What follows belongs to an exercise in optimizing a design on an open flow for small area, a short achievable clock period and few clock cycles; a production flow would make more cautious choices. Only simulation tests tie the RTL to the original design; equivalence was not proved. Power is estimated from default activity; no workload was simulated.

==> flow/design.v (excerpt) <==
module sprite_renderer (
    input  wire        clk,
    input  wire        rst,
    input  wire [15:0] cfg_tile_mult,
    input  wire [16:0] cfg_tile_len,     
    input  wire [1:0]  cfg_pal_cnt,      
    input  wire [15:0] cfg_nent0,        
    input  wire [15:0] cfg_nent1,        
    input  wire        cfg_debug,
    input  wire        pal_we,
    input  wire        pal_slot,
    input  wire [3:0]  pal_idx,
    input  wire [15:0] pal_wdata,
    input  wire        start,
    input  wire [15:0] attr0,
    input  wire [15:0] attr1,
    input  wire [15:0] attr2,
    output wire        ready,
    output reg         tile_req,
    output reg  [13:0] tile_addr,
    input  wire        tile_gnt,
    input  wire [31:0] tile_rdata,
    output reg         pix_valid,
    output reg  [5:0]  pix_x,
    output reg  [5:0]  pix_y,
    output wire [31:0] pix_rgba,
    output reg         done,
    output wire [6:0]  spr_w,
    output wire [6:0]  spr_h,
    output reg         ev_tile_oor,
    output reg         ev_pidx_oor,
    output reg         ev_pnum_oor
);
    function [2:0] c8lo;
        input [4:0] c;
        begin
            case (c)
                5'd0,  5'd1,  5'd2,  5'd3,  5'd4:           c8lo = 3'd0;
                5'd5,  5'd6,  5'd7,  5'd8:                  c8lo = 3'd1;
                5'd9,  5'd10, 5'd11, 5'd12, 5'd13:          c8lo = 3'd2;
                5'd14, 5'd15, 5'd16, 5'd17:                 c8lo = 3'd3;
                5'd18, 5'd19, 5'd20, 5'd21, 5'd22:          c8lo = 3'd4;
                5'd23, 5'd24, 5'd25, 5'd26:                 c8lo = 3'd5;
                5'd27, 5'd28, 5'd29, 5'd30:                 c8lo = 3'd6;
                default:                                    c8lo = 3'd7;
            endcase
        end
    endfunction
    function [3:0] w_oh;
        input [1:0] shape;
        input [1:0] size;
        begin
            case ({shape, size})
                4'b00_00: w_oh = 4'b0001;  4'b00_01: w_oh = 4'b0010;
                4'b00_10: w_oh = 4'b0100;  4'b00_11: w_oh = 4'b1000;
                4'b01_00: w_oh = 4'b0010;  4'b01_01: w_oh = 4'b0100;
                4'b01_10: w_oh = 4'b0100;  4'b01_11: w_oh = 4'b1000;
                4'b10_00: w_oh = 4'b0001;  4'b10_01: w_oh = 4'b0001;
  ...
Size in the first run: roughly 2700 cells after synthesis, ~740 flip-flops, about 250 I/O pins.
==> flow/config.mk <==
export PLATFORM = sky130hd
export DESIGN_NAME = sprite_renderer
export DESIGN_NICKNAME = sprite_renderer
export VERILOG_FILES = /design/flow/design.v
export SDC_FILE = /design/flow/constraint.sdc
export NUM_CORES = 4
export LEC_CHECK = 0
export ABC_AREA = 1
export CAP_MARGIN = 20
export CORE_MARGIN = 2
export CORE_UTILIZATION = 55
export CTS_CLUSTER_DIAMETER = 80
export CTS_CLUSTER_SIZE = 24
export PLACE_DENSITY = 0.7
export SLEW_MARGIN = 20
==> flow/constraint.sdc <==
create_clock -name core_clock -period 8.0 [get_ports {clk}]
set_input_delay 1.6000 -clock core_clock [delete_from_list [all_inputs] [get_ports {clk}]]
set_output_delay 1.6000 -clock core_clock [all_outputs]
set_load 0.01 [all_outputs]
standard.sh (not shown) runs the stock make flow with config.mk's settings and CLKGATE_MAP_FILE= SYNTH_SCRIPT=/design/flow/synth_recipe.tcl, a recipe that flattens the netlist after the stock synthesis.
==> flow/flow/run.sh <==
#!/bin/bash
# The standard layout (standard.sh: standard synthesis, floorplan, place,
# CTS, route), with two extra ORFS settings: the port buffers are buf_2 cells
# and repair_timing aims for a larger setup slack. Output goes to
# standard_flow.log in this folder (ORFS's own step logs are under orfs/logs).
set -euo pipefail
bash standard.sh \
  "BUFFER_PORTS_ARGS=-buffer_cell sky130_fd_sc_hd__buf_2" \
  SETUP_SLACK_MARGIN=5.35 \
  finish > standard_flow.log 2>&1
The starting point finished with timing, DRC and antenna clean.
Testbench counts at the start, summed over its fixed seeds: cycles 102,538.
Edit:
--- a/flow/flow/run.sh
+++ b/flow/flow/run.sh
@@ -9 +9 @@
-  SETUP_SLACK_MARGIN=5.35 \
+  SETUP_SLACK_MARGIN=5.4 \
=> Routed wire length came out higher by about 0.7%; design area hardly moves; utilization barely changes; global-route usage came out higher by 0.32 points; area after synthesis is unchanged; cell count came out higher by 0.50%; hold slack loses 12 ps; fmax came out higher by 0.56%; non-clock buffer count came out higher by 18; count of clock-buffer cells in the layout came out higher by 2; combinational power barely changes.
Edit:
CAP_MARGIN = 5   (was 20)
CTS_CLUSTER_DIAMETER = 90   (was 80)
CTS_CLUSTER_SIZE = 30   (was 24)
SLEW_MARGIN = 5   (was 20)
=> The new run produced a clean layout; critical path depth stays the same; routed wire length barely changes; sequential share of layout area went up by 0.11 points; global-route usage went down by 0.36 points; fmax went up slightly; cell area barely changes; synthesized area stays the same.
Edit:
==> flow/run.sh (new file) <==
#!/bin/bash
# synth_recipe.tcl (not shown) runs the flow's synth.tcl, then flattens the netlist and writes it again
# the make line also repeats each setting of config.mk as NAME=value (left out here)
make -C /OpenROAD-flow-scripts/flow DESIGN_CONFIG=/design/flow/config.mk WORK_HOME=/design/flow/orfs CLKGATE_MAP_FILE= SYNTH_SCRIPT=/design/flow/synth_recipe.tcl finish
CAP_MARGIN = 20   (was 5)
SETUP_SLACK_MARGIN = 5   (was not set)
SLEW_MARGIN = 20   (was 5)
removed: flow/flow/run.sh
removed: flow/standard.sh
=>
- The changed run finished clean
- cell area stays flat
- die area is unchanged
- via count drops by 1.9%
- utilization climbs by 0.11 points
- wire length drops by about 2.8%
- synthesized area stays the same
- sequential cell count stays the same
Edit:
==> flow/flow/run.sh (new file) <==
#!/bin/bash
# The standard layout (standard.sh: standard synthesis, floorplan, place,
# CTS, route), with two extra ORFS settings: the port buffers are buf_2 cells
# and repair_timing aims for a larger setup slack. Output goes to
# standard_flow.log in this folder (ORFS's own step logs are under orfs/logs).
set -euo pipefail
bash standard.sh \
  "BUFFER_PORTS_ARGS=-buffer_cell sky130_fd_sc_hd__buf_2" \
  SETUP_SLACK_MARGIN=5.4 \
  finish > standard_flow.log 2>&1
==> flow/standard.sh (new file) <==
#!/bin/bash
# synth_recipe.tcl (not shown) runs the flow's synth.tcl, then flattens the netlist and writes it again
# the make line also repeats each setting of config.mk as NAME=value (left out here)
make -C /OpenROAD-flow-scripts/flow DESIGN_CONFIG=/design/flow/config.mk WORK_HOME=/design/flow/orfs CLKGATE_MAP_FILE= SYNTH_SCRIPT=/design/flow/synth_recipe.tcl "${@:-finish}"
SETUP_SLACK_MARGIN = not set   (was 5)
removed: flow/run.sh
After rerunning:
- The changed run went through all stages and came out clean
- die area does not change
- routed wire length rises by about 2.2%
- design area came out lower by 0.35%
- sequential share of layout area rose by 0.33 points
- setup slack is better by 260 ps
- non-clock buffer count goes up by 26
- cell count increases by about 0.8%
- total power increases by about 1%
- hold slack is worse by 3.8 ps

-- afterwards: timing with drivers on the ports --
The flow's constraints put no driver on any port. The routed layouts listed below were extracted and timed again, unchanged, in two steps.
Step 1 sets driving cells, clkbuf_16 on the clock port and buf_2 on the other inputs (assumed; they add their load-dependent delay and slew).
Step 2, shift: input delay + t, output delay - t, t = (earliest + latest rising clock arrival at the registers) / 2. This alone moves slack from input paths to output paths.
Three values: no drivers, after step 1, after step 2; two values: the first two.
run	t (ns)	slack for setup (ns)	worst setup path at the end	clock arrival spread, ns
the first run	0.642	5.297 / 5.240 / 5.008	input to register	0.024 / 0.024
the second run	0.647	5.312 / 5.256 / 5.033	input to register	0.026 / 0.026
the third run	0.633	5.328 / 5.269 / 4.996	input to register	0.019 / 0.019
the fourth run	0.695	5.057 / 4.997 / 4.432	input to register	0.043 / 0.043
the fifth run	0.635	5.321 / 5.267 / 5.024	input to register	0.021 / 0.021
After both steps setup and hold are still met in every run listed. The setup slack of the fourth run, which loses most, moves by -0.060 ns with the drivers and by -0.625 ns with both steps.
